What follows belongs to an exercise in optimizing a design on an open flow for small area, a short achievable clock period and few clock cycles; a production flow would make more cautious choices.
Function was not checked in any run shown here: the RTL went through the layout flow alone.
Power and IR drop assume default switching activity.

==> design/flow/design.v <==
module retro24_cpu (
    input  wire        clk,
    input  wire        rst,
    output reg         mem_valid,
    output reg         mem_we,
    output reg  [15:0] mem_addr,
    output reg  [7:0]  mem_wdata,
    input  wire        mem_ready,
    input  wire [7:0]  mem_rdata,
    output wire        halted,
    output wire        fault,
    output wire [7:0]  r0,
    output wire [7:0]  r1,
    output wire [7:0]  r2,
    output wire [7:0]  r3,
    output wire [15:0] ic,
    output wire [15:0] ar,
    output wire [7:0]  tick,
    output wire [7:0]  tock
);
    localparam [7:0] OP_NUL = 8'h00, OP_MAR = 8'h01, OP_SIC = 8'h02, OP_RAR = 8'h03,
                     OP_AAR = 8'h04, OP_IR0 = 8'h05, OP_A01 = 8'h06, OP_DR0 = 8'h07,
                     OP_S01 = 8'h08, OP_X12 = 8'h09, OP_X01 = 8'h10, OP_JMP = 8'h11,
                     OP_SR0 = 8'h12, OP_SRW = 8'h13, OP_LR0 = 8'h14, OP_LRW = 8'h15,
                     OP_TAW = 8'h16, OP_MR0 = 8'h17, OP_MRW = 8'h18, OP_JZ0 = 8'h19,
                     OP_JGW = 8'h20, OP_JEW = 8'h21, OP_OR0 = 8'h22, OP_AN0 = 8'h23,
                     OP_JE0 = 8'h24, OP_C01 = 8'h25, OP_C02 = 8'h26, OP_IRW = 8'h27,
                     OP_DRW = 8'h28, OP_X03 = 8'h29, OP_C03 = 8'h2A, OP_C30 = 8'h2B,
                     OP_PL0 = 8'h2C, OP_PR0 = 8'h2D, OP_HLT = 8'hFF;
    localparam [4:0] S_F    = 5'd0,
                     S_MR0  = 5'd1,  S_OR0  = 5'd2,  S_AN0  = 5'd3,  S_JE0 = 5'd4,
                     S_MAR1 = 5'd5,  S_MAR2 = 5'd6,  S_MRW1 = 5'd7,  S_MRW2 = 5'd8,
                     S_SR0  = 5'd9,  S_SRW1 = 5'd10, S_SRW2 = 5'd11,
                     S_SIC1 = 5'd12, S_SIC2 = 5'd13,
                     S_LR0  = 5'd14, S_LRW1 = 5'd15, S_LRW2 = 5'd16,
                     S_HALT = 5'd17, S_FAULT = 5'd18;
    reg [4:0]  state;
    reg [7:0]  R0, R1, R2, R3;
    reg [15:0] PC, AR;
    reg [7:0]  TICK, TOCK;
    assign r0 = R0;
    assign r1 = R1;
    assign r2 = R2;
    assign r3 = R3;
    assign ic = PC;
    assign ar = AR;
    assign tick = TICK;
    assign tock = TOCK;
    assign halted = (state == S_HALT);
    assign fault  = (state == S_FAULT);
    wire [15:0] pc_inc = PC + 16'd1;
    wire [15:0] ar_inc = AR + 16'd1;
    wire use_ar  = (state == S_SR0) || (state == S_SRW1) || (state == S_SIC1) ||
                   (state == S_LR0) || (state == S_LRW1);
    wire use_ar1 = (state == S_SRW2) || (state == S_SIC2) || (state == S_LRW2);
    wire is_wr   = (state == S_SR0) || (state == S_SRW1) || (state == S_SRW2) ||
                   (state == S_SIC1) || (state == S_SIC2);
    wire pc_m1  = (PC == 16'h0001), pc_m2 = (PC == 16'h0002);
    wire ar_m1  = (AR == 16'h0001), ar_m2 = (AR == 16'h0002);
    wire ar1_m1 = (AR == 16'h0000), ar1_m2 = (AR == 16'h0001);
    wire a_m1 = use_ar ? ar_m1 : use_ar1 ? ar1_m1 : pc_m1;
    wire a_m2 = use_ar ? ar_m2 : use_ar1 ? ar1_m2 : pc_m2;
    always @(*) begin
        mem_addr  = use_ar ? AR : use_ar1 ? ar_inc : PC;
        mem_we    = is_wr;
        mem_valid = (state != S_HALT) && (state != S_FAULT) && !(is_wr && (a_m1 || a_m2));
        case (state)
            S_SR0:  mem_wdata = R0;
            S_SRW1: mem_wdata = R1;
            S_SRW2: mem_wdata = R2;
            S_SIC1: mem_wdata = PC[7:0];
            S_SIC2: mem_wdata = PC[15:8];
            default: mem_wdata = 8'h00;
        endcase
    end
    wire [7:0] rd = a_m1 ? TICK : a_m2 ? TOCK : mem_rdata;
    wire go = mem_ready || !mem_valid;
    wire [8:0] add_r = {1'b0, R1} + {1'b0, R0};
    wire [8:0] inc_r = {1'b0, R1} + 9'd1;
    wire [8:0] sub_r = {1'b0, R1} - {1'b0, R0};
    wire [7:0] nsub  = R0 - R1;
    wire r2_ff = (R2 == 8'hFF);
    wire r2_00 = (R2 == 8'h00);
    wire [7:0] r2_inc = R2 + 8'd1;
    wire [7:0] r2_dec = R2 - 8'd1;
    wire c_z0 = (R0 == 8'h00);
    wire c_gt = (R1 > R2);
    wire c_eq = (R1 == R2);
    always @(posedge clk) begin
        if (rst) begin
            state <= S_F;
            R0 <= 8'h00; R1 <= 8'h00; R2 <= 8'h00; R3 <= 8'h00;
            PC <= 16'h0100;
            AR <= 16'h0000;
            TICK <= 8'h00;
            TOCK <= 8'hFF;
        end else if (go) begin : step
            reg done;
            done = 1'b0;
            case (state)
                S_F: begin
                    done = 1'b1;
                    PC <= pc_inc;
                    case (rd)
                        OP_NUL: ;
                        OP_RAR: AR <= {R1, R2};
                        OP_AAR: AR <= AR + {8'h00, R0};
                        OP_IR0: if (R0 != 8'hFF) R0 <= R0 + 8'd1;
                        OP_DR0: if (R0 != 8'h00) R0 <= R0 - 8'd1;
                        OP_A01: begin
                            R1 <= (add_r[8] && r2_ff) ? 8'hFF : add_r[7:0];
                            if (add_r[8] && !r2_ff) R2 <= r2_inc;
                        end
                        OP_IRW: begin
                            R1 <= (inc_r[8] && r2_ff) ? 8'hFF : inc_r[7:0];
                            if (inc_r[8] && !r2_ff) R2 <= r2_inc;
                        end
                        OP_S01: begin
                            if (!sub_r[8]) R1 <= sub_r[7:0];
                            else if (!r2_00) begin R1 <= nsub; R2 <= r2_dec; end
                            else R1 <= 8'h00;
                        end
                        OP_DRW: begin
                            if (R1 != 8'h00) R1 <= R1 - 8'd1;
                            else if (!r2_00) begin R1 <= 8'h01; R2 <= r2_dec; end
                        end
                        OP_X12: begin R1 <= R2; R2 <= R1; end
                        OP_X01: begin R0 <= R1; R1 <= R0; end
                        OP_X03: begin R0 <= R3; R3 <= R0; end
                        OP_TAW: begin R1 <= AR[15:8]; R2 <= AR[7:0]; end
                        OP_C01: R1 <= R0;
                        OP_C02: R2 <= R0;
                        OP_C03: R3 <= R0;
                        OP_C30: R0 <= R3;
                        OP_PL0: R0 <= {R0[6:0], 1'b0};
                        OP_PR0: R0 <= {1'b0, R0[7:1]};
                        OP_JMP: PC <= AR;
                        OP_JZ0: if (c_z0) PC <= AR;
                        OP_JGW: if (c_gt) PC <= AR;
                        OP_JEW: if (c_eq) PC <= AR;
                        OP_HLT: begin PC <= PC; state <= S_HALT; end
                        OP_MR0: begin done = 1'b0; state <= S_MR0; end
                        OP_OR0: begin done = 1'b0; state <= S_OR0; end
                        OP_AN0: begin done = 1'b0; state <= S_AN0; end
                        OP_JE0: begin done = 1'b0; state <= S_JE0; end
                        OP_MAR: begin done = 1'b0; state <= S_MAR1; end
                        OP_MRW: begin done = 1'b0; state <= S_MRW1; end
                        OP_SR0: begin done = 1'b0; state <= S_SR0; end
                        OP_SRW: begin done = 1'b0; state <= S_SRW1; end
                        OP_SIC: begin done = 1'b0; PC <= PC; state <= S_SIC1; end
                        OP_LR0: begin done = 1'b0; state <= S_LR0; end
                        OP_LRW: begin done = 1'b0; state <= S_LRW1; end
                        default: begin done = 1'b0; PC <= PC; state <= S_FAULT; end
                    endcase
                end
                S_MR0: begin R0 <= rd;      PC <= pc_inc; done = 1'b1; state <= S_F; end
                S_OR0: begin R0 <= R0 | rd; PC <= pc_inc; done = 1'b1; state <= S_F; end
                S_AN0: begin R0 <= R0 & rd; PC <= pc_inc; done = 1'b1; state <= S_F; end
                S_JE0: begin PC <= (R0 == rd) ? AR : pc_inc; done = 1'b1; state <= S_F; end
                S_MAR1: begin AR[7:0]  <= rd; PC <= pc_inc; state <= S_MAR2; end
                S_MAR2: begin AR[15:8] <= rd; PC <= pc_inc; done = 1'b1; state <= S_F; end
                S_MRW1: begin R1 <= rd; PC <= pc_inc; state <= S_MRW2; end
                S_MRW2: begin R2 <= rd; PC <= pc_inc; done = 1'b1; state <= S_F; end
                S_SR0:  begin done = 1'b1; state <= S_F; end
                S_SRW1: state <= S_SRW2;
                S_SRW2: begin done = 1'b1; state <= S_F; end
                S_SIC1: state <= S_SIC2;
                S_SIC2: begin PC <= pc_inc; done = 1'b1; state <= S_F; end
                S_LR0:  begin R0 <= rd; done = 1'b1; state <= S_F; end
                S_LRW1: begin R1 <= rd; state <= S_LRW2; end
                S_LRW2: begin R2 <= rd; done = 1'b1; state <= S_F; end
                default: ;
            endcase
            if (done) begin
                TICK <= TICK + 8'd1;
                if (TOCK != 8'h00) TOCK <= TOCK - 8'd1;
            end
        end
    end
endmodule
==> design/flow/run.sh <==
#!/bin/bash
# synth_recipe.tcl (not shown) runs the flow's synth.tcl, then flattens the netlist and writes it again
# the make line also repeats each setting of config.mk as NAME=value (left out here)
make -C /OpenROAD-flow-scripts/flow DESIGN_CONFIG=/design/flow/config.mk WORK_HOME=/design/flow/orfs CLKGATE_MAP_FILE= SYNTH_SCRIPT=/design/flow/synth_recipe.tcl finish
==> design/flow/config.mk <==
export PLATFORM = sky130hd
export DESIGN_NAME = retro24_cpu
export DESIGN_NICKNAME = retro24_cpu
export VERILOG_FILES = /design/flow/design.v
export SDC_FILE = /design/flow/constraint.sdc
export NUM_CORES = 4
export LEC_CHECK = 0
export CAP_MARGIN = 20
export CORE_MARGIN = 2
export CORE_UTILIZATION = 30
export SLEW_MARGIN = 20
==> design/flow/constraint.sdc <==
create_clock -name core_clock -period 7.0 [get_ports {clk}]
set_input_delay 1.4000 -clock core_clock [delete_from_list [all_inputs] [get_ports {clk}]]
set_output_delay 1.4000 -clock core_clock [all_outputs]
set_load 0.01 [all_outputs]
==> results of run 1 <==
[cell usage in the layout, fill, tap and decap left out, types with 41 or more instances in the layout]
| cell type | n |
|---|---|
| o21ai_0 | 78 |
| xnor2_1 | 43 |
| nor3_1 | 41 |
| ha_1 | 68 |
| a21oi_1 | 145 |
| dfxtp_1 | 85 |
| nor2_1 | 182 |
| nand2_1 | 161 |
| mux2i_1 | 41 |
| clkdlybuf4s50_1 | 117 |
| inv_1 | 63 |
| nand3_1 | 61 |
[through the flow]
step / instances / power [mW] / area, µm² / util (%)
detailed placement: 2000 / 4.01 / 12000 / 34.8
CTS: 2015 / 4.56 / 12300 / 35.7
finish: 2015 / 4.63 / 12300 / 35.7
global route: 2015 / 4.93 / 12300 / 35.7
global placement: 2000 / 3.99 / 12000 / 34.8
floorplan: 1501 / 2.95 / 10500 / -
[state kept, by name, summed over array words and instances (netlist names)]
register / flops
state: 5
TOCK: 8
TICK: 8
R3: 8
AR: 16
R0: 8
R2: 8
R1: 8
PC: 16
[worst register-to-register path, cell delays in order, from the launching register on]
cell and delay [ns]:
dfxtp_1 0.72, xor2_1 0.31, o211a_4 0.40, a22oi_2 0.30, a2bb2oi_1 0.91, or2_1 0.27, o211ai_2 0.16, nor4_4 0.70
o21bai_1 0.50, nor3_1 0.14, nand3b_1 0.38, a21oi_1 0.10, a2111oi_0 0.64, a221o_1 0.32, a21oi_1 0.10
[power by group]
part	switching [mW]	leakage (nW)	internal, mW	total (mW)
sequential	0.237	0.689	0.565	0.803
combinational	2.14	3.65	1.16	3.30
clock	0.234	0.147	0.293	0.527
[synthesized netlist by cell type, types with 14 or more instances]
cell type	number
nor4_1	15
ha_1	68
or3_1	14
nand3_1	61
a31oi_1	23
inv_1	63
mux2i_1	41
a22oi_1	18
nor2_1	183
o21bai_1	15
a221o_1	17
o21ai_0	78
a21o_1	17
and3_1	16
nand2b_1	14
a211oi_1	24
clkbuf_1	86
nor3_1	42
nand4_1	17
xnor2_1	43
a21oi_1	145
nand2_1	161
dfxtp_1	85
xor2_1	14
[path summary, 6_finish.rpt]
check | start | end | slack (ns) | cells after the start
max reg2reg | state[1]$_SDFFE_PP0P_ | R1[5]$_SDFFE_PP0P_ | 0.87 | 14
min | R3[0]$_SDFFE_PP0P_ | R3[0]$_SDFFE_PP0P_ | 0.54 | 2
max | state[1]$_SDFFE_PP0P_ | R1[5]$_SDFFE_PP0P_ | 0.87 | 14
min reg2reg | R3[0]$_SDFFE_PP0P_ | R3[0]$_SDFFE_PP0P_ | 0.54 | 2
[routing by layer]
metal	GRT usage [%]	share of wire, %
met1	34.1	44
met3	2.79	8.6
met2	38.9	45
met4	8.49	2.8
met5	0	0
[cells by family after synthesis]
family / after synthesis / share of synthesized area [%]
flops: 85 / 16.2
compound gates: 491 / 32.7
simple gates: 573 / 25.8
fa+ha+maj: 73 / 9.05
mux: 44 / 4.23
buf+inv: 177 / 7.18
xor+xnor: 58 / 4.91
[area by class of cell]
cell class / count / area [µm²] / share of cell area (%)
clock inverter: 4 / 47.5 / 0.385
sequential: 85 / 1700 / 13.8
tap: 455 / 569 / 4.61
multi-input combinational: 1239 / 8070 / 65.4
inverter: 67 / 255 / 2.07
clock buffer: 11 / 253 / 2.05
timing repair buffer: 154 / 1450 / 11.7
==> flow_metrics.tcl, run 1 <==
set metrics [dict create \
    status "no timing/DRC/antenna violations" \
    worstPathArrival_ns 6.35 \
    ir_drop_uv 158 \
    cts_buffers 9 \
    pre_cts_ws_ns 1.05 \
    h-tree-depth 3 \
    cpLargestDelayFamily "compound AO/OA/AOI/OAI gates" \
    routed_wl_um 45400 \
    yosysTopAreaCell "dfxtp_1" \
    fin_nets 1640 \
    slew_headroom_pct 22.6 \
    yosys_warnings 1 \
    syn_area_um2 10500 \
    fin_hold_ws_ns 0.537 \
    crit_chain "xor2_1 -> o211a_4 -> a22oi_2 -> a2bb2oi_1 -> or2_1 -> o211ai_2 -> nor4_4 -> o21bai_1 -> nor3_1 -> nand3b_1 -> a21oi_1 -> a2111oi_0 -> a221o_1 -> a21oi_1" \
    cp_slowest_cell "a2bb2oi_1" \
    postSynthCellCount 1501 \
    wl_per_cell_um 22.5 \
    power_leakage_nw 4.49 \
    root_buffer "clkbuf_16" \
    start_util_pct 30.4 \
    async_reset_ff_share_pct 0 \
    syn_avg_cell_area_um2 7.00 \
    die_w_um 191 \
    viasPerCell 6.01 \
    clkLatencyLatePin_ns 0.39 \
    rows 68 \
    synth_edf_count 0 \
    place_congestion 0.978 \
    boundaryPins 119 \
    tritoncts "built" \
    synth_area_leaders "dfxtp_1 16%, ha_1 8.1%, a21oi_1 6.9%" \
    drive_above_1_share_pct 6.60 \
    gr-total-overflow 0 \
    hold_buffers 0 \
    ys_seq_elements 85 \
    final.setup.tns_ns 0 \
    critPathMaxFanout 17 \
    crit_top_cell "a21oi_1" \
    dominantRegCellSynth "dfxtp_1" \
    worst_pin_slew_ns 1.16 \
    cpPeakStageDelay_ns 0.91 \
    clock_path_buffers 2 \
    critPathRequiredTime_ns 7.21 \
    final_max_slew_viol_count 0 \
    drt_iter0_markers 1429 \
    critPathKind "reg2reg" \
    finalSetupViolations 0 \
    antenna_found_initial 1 \
    synth_cell_types 105 \
    grt_pass1_vias 11300 \
    num_vias 12100 \
    clkTransAtPathRegs_ns 0.07 \
    grt_pass1_wl_um 69200 \
    design.core.area_um2 34500 \
    pwr_density_cell_nw_per_um2 375 \
    end_kind "flip-flop" \
    firstDrtPassIters 8 \
    port_buffers 118 \
    synth_nets 1585 \
    track_usage_pct 24.5 \
    maxCapViolations 0 \
    clock.fmax_mhz 163 \
    critPathBufInv 0 \
    die-area_um2 36500 \
    yosys.area.top_type_share_pct 16.2 \
    ant_nets 0 \
    finalClockSkew_ns 0.0178 \
    cts_sinks 85 \
    hold_viol 0 \
    n_antenna_cell 0 \
    nFillCells 3721 \
    grt_start_max_net_pins 68 \
    fin_crit_ns 6.13 \
    cts_setup_buffers 0 \
    syn_to_final_growth_pct 17.5 \
    ys_seq_area_share_pct 16.2 \
    min_path_type "reg2reg" \
    cts_resized 0 \
    min_period_over_period_pct 87.6 \
    hpwl_um 33600 \
    crit_path_start_kind "flip-flop" \
    setup_slack_ns 0.868 \
    grt_setup_unrepaired "false" \
    drc 0 \
    die_y_um 191 \
]
==> run 2, diff against run 1 <==
--- a/design/flow/config.mk
+++ b/design/flow/config.mk
@@ -8,4 +8,5 @@
 export CAP_MARGIN = 20
 export CORE_MARGIN = 2
 export CORE_UTILIZATION = 30
+export SETUP_SLACK_MARGIN = 3.0
 export SLEW_MARGIN = 20
==> flow_metrics.tcl, run 2 <==
set metrics [dict create \
    stdcell_area_um2 15200 \
    setup_slack_ns 2.52 \
    critPathRequiredTime_ns 7.23 \
    grt_pass1_vias 12400 \
    antenna_found_initial 2 \
    die_y_um 191 \
    yosysTopAreaCell "dfxtp_1" \
    yosys.area.top_type_share_pct 16.2 \
    dominantRegCellSynth "dfxtp_1" \
    synth_edf_count 0 \
    async_reset_ff_share_pct 0 \
    start_util_pct 30.4 \
    maxCapViolations 0 \
    mostFrequentLayoutCell "buf_4" \
    routed_wl_um 51700 \
    route.met2.wl_um 22800 \
    min_path_type "reg2reg" \
    hpwl_um 33600 \
    firstDrtPassIters 8 \
    die_w_um 191 \
    status "no timing/DRC/antenna violations" \
    grt_start_max_net_pins 68 \
    worstPathArrival_ns 4.71 \
    synth_nets 1585 \
    postSynthCellCount 1501 \
    grt_setup_unrepaired "true" \
    critPathKind "reg2reg" \
    drc 0 \
    post_dp_cell_area_um2 12100 \
    synth_area_leaders "dfxtp_1 16%, ha_1 8.1%, a21oi_1 6.9%" \
    syn_area_um2 10500 \
    finalSetupViolations 0 \
    cts_sinks 85 \
    num_vias 13700 \
    die-area_um2 36500 \
    power_leakage_nw 6.01 \
    ys_seq_area_share_pct 16.2 \
    cts_buffers 9 \
    critPathMaxFanout 6 \
    final_cell_mix "195 x buf_4, 172 x nor2_1, 149 x nand2_1" \
    nFillCells 3428 \
    r2r_start "PC[2]$_SDFFE_PP0P_" \
    clock.fmax_mhz 223 \
    clkLatencyLatePin_ns 0.38 \
    synth.most_common_cell "nor2_1" \
    root_buffer "clkbuf_16" \
    pre_cts_ws_ns 0.982 \
    design.core.area_um2 34500 \
    hold_buffers 0 \
    viasPerCell 6.14 \
    pwr_density_cell_nw_per_um2 398 \
    startpoint "PC[2]$_SDFFE_PP0P_" \
    reg_top3 "AR (16), PC (16)" \
    met1Wirelength_um 20700 \
    tritoncts "built" \
    h-tree-depth 3 \
    gr-total-overflow 0 \
    clock_path_buffers 2 \
    grt_pass1_wl_um 75000 \
    clkTransAtPathRegs_ns 0.07 \
    r2r_setup_slack_ns 2.52 \
    finalClockSkew_ns 0.0197 \
    final_max_slew_viol_count 0 \
    drive_above_1_share_pct 27.2 \
    drt_iter0_markers 1999 \
    crit_path_start_kind "flip-flop" \
    ys_seq_elements 85 \
    syn_avg_cell_area_um2 7.00 \
    track_usage_pct 26.6 \
    worst_pin_slew_ns 1.15 \
    wl_per_cell_um 23.2 \
    syn_to_final_growth_pct 45.1 \
    end_kind "flip-flop" \
    ir_drop_uv 206 \
    yosys_warnings 1 \
    hold_start "R3[7]$_SDFFE_PP0P_" \
    place_congestion 1.00 \
    ant_nets 0 \
    min_period_over_period_pct 64.0 \
    met3_wirelength_um 5620 \
    fin_crit_ns 4.48 \
    hold_viol 0 \
    top_layer "met5" \
    fin_nets 1854 \
    rows 68 \
    ys_top_cells_by_count "183 x nor2_1, 161 x nand2_1, 145 x a21oi_1" \
    synth_cell_types 105 \
    slew_headroom_pct 22.7 \
    boundaryPins 119 \
    final.setup.tns_ns 0 \
    port_buffers 118 \
]
## run 2: cell families (layout without fill, tap and decap cells)
group	Yosys count	after routing	synth area share, %
multiplexers	44	44	4.23
AO/OA/AOI/OAI	491	492	32.7
flip-flops	85	85	16.2
XOR/XNOR	58	58	4.91
buffers and inverters	177	446	7.18
other	0	1	0
AND/OR/NAND/NOR	573	577	25.8
adder cells (fa/ha/maj)	73	73	9.05
## run 2: metrics by stage
| stage | util [%] | instances | total power [mW] | hold slack, ns |
|---|---|---|---|---|
| 2_1_floorplan | - | 1501 | 2.98 | 0.543 |
| 3_3_place_gp | 35.0 | 2002 | 4.02 | 0.515 |
| 3_5_place_dp | 35.0 | 2002 | 4.04 | 0.530 |
| 4_1_cts | 40.6 | 2146 | 5.34 | 0.543 |
| 5_1_grt | 44.1 | 2230 | 6.34 | 0.560 |
| 6_report | 44.1 | 2231 | 6.07 | 0.533 |
## run 2: path summary, 6_finish.rpt
kind | to | cells past startpoint
max | PC[6]$_SDFFE_PP0P_ | 21
min reg2reg | R3[7]$_SDFFE_PP0P_ | 2
max reg2reg | PC[6]$_SDFFE_PP0P_ | 21
min | R3[7]$_SDFFE_PP0P_ | 2
## run 2: metal layers
layer | GRT usage (%) | vias to the layer above
li1 | - | 6072
met2 | 41.6 | 958
met5 | 0 | -
met1 | 35.6 | 6485
met3 | 4.52 | 191
met4 | 11.9 | 2
## run 2: worst max-delay path, stage by stage, from the launching register on
cell,delay (ns)
dfxtp_4,0.36
nor4_2,0.30
nand4_1,0.15
buf_6,0.16
or4_4,0.57
buf_4,0.16
buf_6,0.11
buf_4,0.13
nand2_4,0.10
o211a_4,0.17
or2_4,0.21
clkinv_8,0.09
a41oi_4,0.17
nand2_2,0.10
or4_4,0.60
o21ai_4,0.24
buf_12,0.14
buf_6,0.09
buf_6,0.09
a21oi_1,0.06
a211oi_1,0.24
nor3_1,0.08
## run 2: report_power, final
| group | leakage [nW] | switching, mW | internal, mW |
|---|---|---|---|
| clock network | 0.138 | 0.227 | 0.258 |
| registers | 0.706 | 0.249 | 0.577 |
| logic | 5.17 | 2.71 | 2.05 |
| total | 6.01 | 3.19 | 2.88 |
## run 2: final cells by class
class,count,area (µm²),share of cell area (%)
Inverter,67,295,1.94
Timing Repair Buffer,363,3280,21.5
Clock buffer,12,256,1.68
Clock inverter,4,22.5,0.148
Tap cell,455,569,3.73
Sequential cell,85,1770,11.6
Multi-Input combinational cell,1244,9050,59.4
Antenna cell,1,2.50,0.0164
## run 2: what timing repair did
item / in CTS / in global routing
pin swaps: 51 / 76
setup buffers: 122 / 82
setup endpoints to repair: 110 / 102
gates resized for setup: 199 / 146
gates cloned: 6 / 2

-- static timing again, ports no longer ideal --
Ports are ideal in the flow. The routed layouts listed here were re-timed in OpenROAD.
Step 1 assumes that a clkbuf_16 drives the clock port and a buf_2 every other input.
Step 2 times the ports against the registers' clock, not the clock port: input delays grow and output delays shrink by t, the midpoint of the rising clock arrivals with the driver on.
a / b / c = ideal ports / drivers / drivers and shift; a / b = the first two.
| run | t (ns) | slack for setup (ns) | worst setup path after step 2 | worst slew at a driven data input, ns |
|---|---|---|---|---|
| run 1 | 0.422 | 0.868 / 0.868 / 0.868 | register to register | 0.03 |
| run 2 | 0.423 | 2.520 / 2.520 / 2.267 | input to register | 0.04 |
After both steps setup and hold are still met in every run listed. For run 2, which loses most, drivers alone change the setup slack by 0.000 ns; drivers and shift together by -0.253 ns.
